Context: an optimization exercise on an open-source flow, tuned for small area. The choices shown serve that exercise and are no tape-out recipe. In this exercise RTL edits were held to simulation tests only and were not proved equivalent to the original. Power figures rest on the tool's default switching activity, not on a simulated workload.

==> run G <==
==> flow/design.v (excerpt) <==
module led_phase_engine (
    input  wire        clk,
    input  wire        rst,           
    input  wire        tick,          
    input  wire        bus_valid,     
    input  wire        bus_write,     
    input  wire [7:0]  bus_addr,      
    input  wire [1:0]  bus_size,      
    input  wire [31:0] bus_wdata,
    output reg  [31:0] bus_rdata,     
    output reg         bus_rvalid,    
    output wire [5:0]  anode,
    output wire        red_n,         
    output wire        green_n,
    output wire        blue_n,
    output wire        blue_oe,       
    output wire        pump_sink,
    output reg         hook_once,
    output reg         hook_twice
);
export LEC_CHECK = 0
export CAP_MARGIN = 20
export CORE_MARGIN = 2
export CORE_UTILIZATION = 40
export PLACE_DENSITY = 0.6
export SLEW_MARGIN = 20
create_clock -name core_clock -period 8.0 [get_ports {clk}]
standard.sh (not shown) runs the stock make flow with config.mk's settings and CLKGATE_MAP_FILE= SYNTH_SCRIPT=/design/flow/synth_recipe.tcl, a recipe that flattens the netlist after the stock synthesis.
==> flow/flow/run.sh <==
#!/bin/bash
# Own layout flow: the standard ORFS flow with four changes:
#  - synthesis maps logic with an area-oriented ABC script (flow/abc_area.script);
#    everything else in synthesis (and so every register) is the standard one;
#  - port buffers use a small buffer cell;
#  - CTS uses small clock buffers and no dummy loads;
#  - the larger plain buffers are don't-use, so repairs use small ones.
# Each tool's output goes to a log file in this folder.
set -euo pipefail
W=$(pwd)
FLOW=${FLOW_HOME}
RES=$W/orfs/results/${FLOW_PLATFORM}/led_phase_engine/base

# Synthesis script: the reference script, sourcing a copy of ORFS's synth.tcl
# whose ABC step uses the area script.
sed "s|^source \$::env(SCRIPTS_DIR)/synth_preamble.tcl|source \$::env(SCRIPTS_DIR)/synth_preamble.tcl\nset abc_args [lreplace \$abc_args 1 1 $W/flow/abc_area.script]|" \
    "$FLOW/scripts/synth.tcl" > "$W/own_synth.tcl"
grep -q "abc_area.script" "$W/own_synth.tcl"
sed "s|source \$::env(SCRIPTS_DIR)/synth.tcl|source $W/own_synth.tcl|" \
    "$W/synth_recipe.tcl" > "$W/own_synth_recipe.tcl"
grep -q "own_synth.tcl" "$W/own_synth_recipe.tcl"

export CTS_ARGS="${OWN_CTS_ARGS:--sink_clustering_enable -repair_clock_nets -dont_use_dummy_load -buf_list sky130_fd_sc_hd__clkbuf_16 -sink_clustering_size 25 -sink_clustering_max_diameter 90}"
export BUFFER_PORTS_ARGS="${OWN_BUFFER_PORTS_ARGS:--buffer_cell sky130_fd_sc_hd__buf_1}"

# The platform's don't-use cells plus the larger plain buffers, so that the
# resizer repairs slew and capacitance with small buffers.
BASE_DU=$(make -s -C "$FLOW" DESIGN_CONFIG="$W/config.mk" WORK_HOME="$W/orfs" print-DONT_USE_CELLS 2> "$W/print_dont_use.log" | sed -n 's/^DONT_USE_CELLS: //p')
[[ -n "$BASE_DU" ]]
EXTRA_DU=${OWN_EXTRA_DU-"sky130_fd_sc_hd__buf_4 sky130_fd_sc_hd__buf_6 sky130_fd_sc_hd__buf_8 sky130_fd_sc_hd__buf_12 sky130_fd_sc_hd__buf_16 sky130_fd_sc_hd__bufbuf_8 sky130_fd_sc_hd__bufbuf_16"}
export DONT_USE_CELLS="$BASE_DU $EXTRA_DU"

make -C "$FLOW" DESIGN_CONFIG="$W/config.mk" WORK_HOME="$W/orfs" CLKGATE_MAP_FILE= \
    DONT_USE_CELLS="$DONT_USE_CELLS" \
    SYNTH_SCRIPT="$W/own_synth_recipe.tcl" \
    BUFFER_PORTS_ARGS="$BUFFER_PORTS_ARGS" \
    CTS_ARGS="$CTS_ARGS" \
    "${1:-finish}" > "$W/make_${1:-finish}.log" 2>&1

[[ "${1:-finish}" == finish ]] || exit 0
: # left out here: write the final layout as DEF
==> flow/flow/abc_area.script <==
strash
dch -f
map -a
&get -n
&st
&dch -f
&nf -a -R 20
&put
&get -n
&st
&dch -f
&nf -a -R 20
&put
topo
==> inputs of run M, as changes to run G <==
--- a/flow/flow/run.sh
+++ b/flow/flow/run.sh
@@ -22,3 +22,3 @@
 
-export CTS_ARGS="${OWN_CTS_ARGS:--sink_clustering_enable -repair_clock_nets -dont_use_dummy_load -buf_list sky130_fd_sc_hd__clkbuf_16 -sink_clustering_size 25 -sink_clustering_max_diameter 90}"
+export CTS_ARGS="${OWN_CTS_ARGS:--sink_clustering_enable -repair_clock_nets -dont_use_dummy_load -buf_list sky130_fd_sc_hd__clkbuf_16 -sink_clustering_size 20 -sink_clustering_max_diameter 80}"
 export BUFFER_PORTS_ARGS="${OWN_BUFFER_PORTS_ARGS:--buffer_cell sky130_fd_sc_hd__buf_1}"
==> flow_summary.yaml <==
sta:
  finClkSkew_ns: 0.0508
  fin_crit_ns: 6.29
grt:
  grt_use_total_pct: 28.1
  met3_usage_pct: 8.12
layout:
  final_util_pct: 45.0
  buf_share_pct: 2.95
  finalInstanceArea_mm2: 0.0198
outcome:
  outcome: "finished clean"
pwr:
  clockPowerShare_pct: 29.6
  p_sw_share_pct: 23.7
critical_path:
  endpoint: "act_ptr[1]"
  cp.required_ns: 8.48
That was run G.
==> flow_summary.yaml <==
grt:
  grt_use_total_pct: 28.1
  met3_usage_pct: 7.39
layout:
  final_util_pct: 45.2
pwr:
  p_sw_share_pct: 23.7
outcome:
  outcome: "finished clean"
sta:
  finClkSkew_ns: 0.0691
That was run M.

[separate check: timing with driven ports]
In the flow no input, the clock included, has a driving cell. The finished layouts below were timed again as built, in two steps.
Step 1 sets driving cells, clkbuf_16 on the clock port and buf_2 on the other inputs (assumed; they add their load-dependent delay and slew).
Step 2 also shifts input and output timing later by t, the mid clock arrival at the registers, as if the neighbouring blocks saw the same clock.
Three values: no drivers, after step 1, after step 2; two values: the first two.
| run | t, ns | setup WS [ns] | worst setup path at the end | clock arrival spread, ns |
|---|---|---|---|---|
| run G | 0.599 | 1.710 / 1.745 / 1.146 | input to register | 0.052 / 0.052 |
| run M | 0.613 | 1.706 / 1.743 / 1.130 | input to register | 0.082 / 0.082 |
After both steps setup and hold are still met in every run listed. The setup slack of run M, which loses most, moves by +0.037 ns with the drivers and by -0.576 ns with both steps.
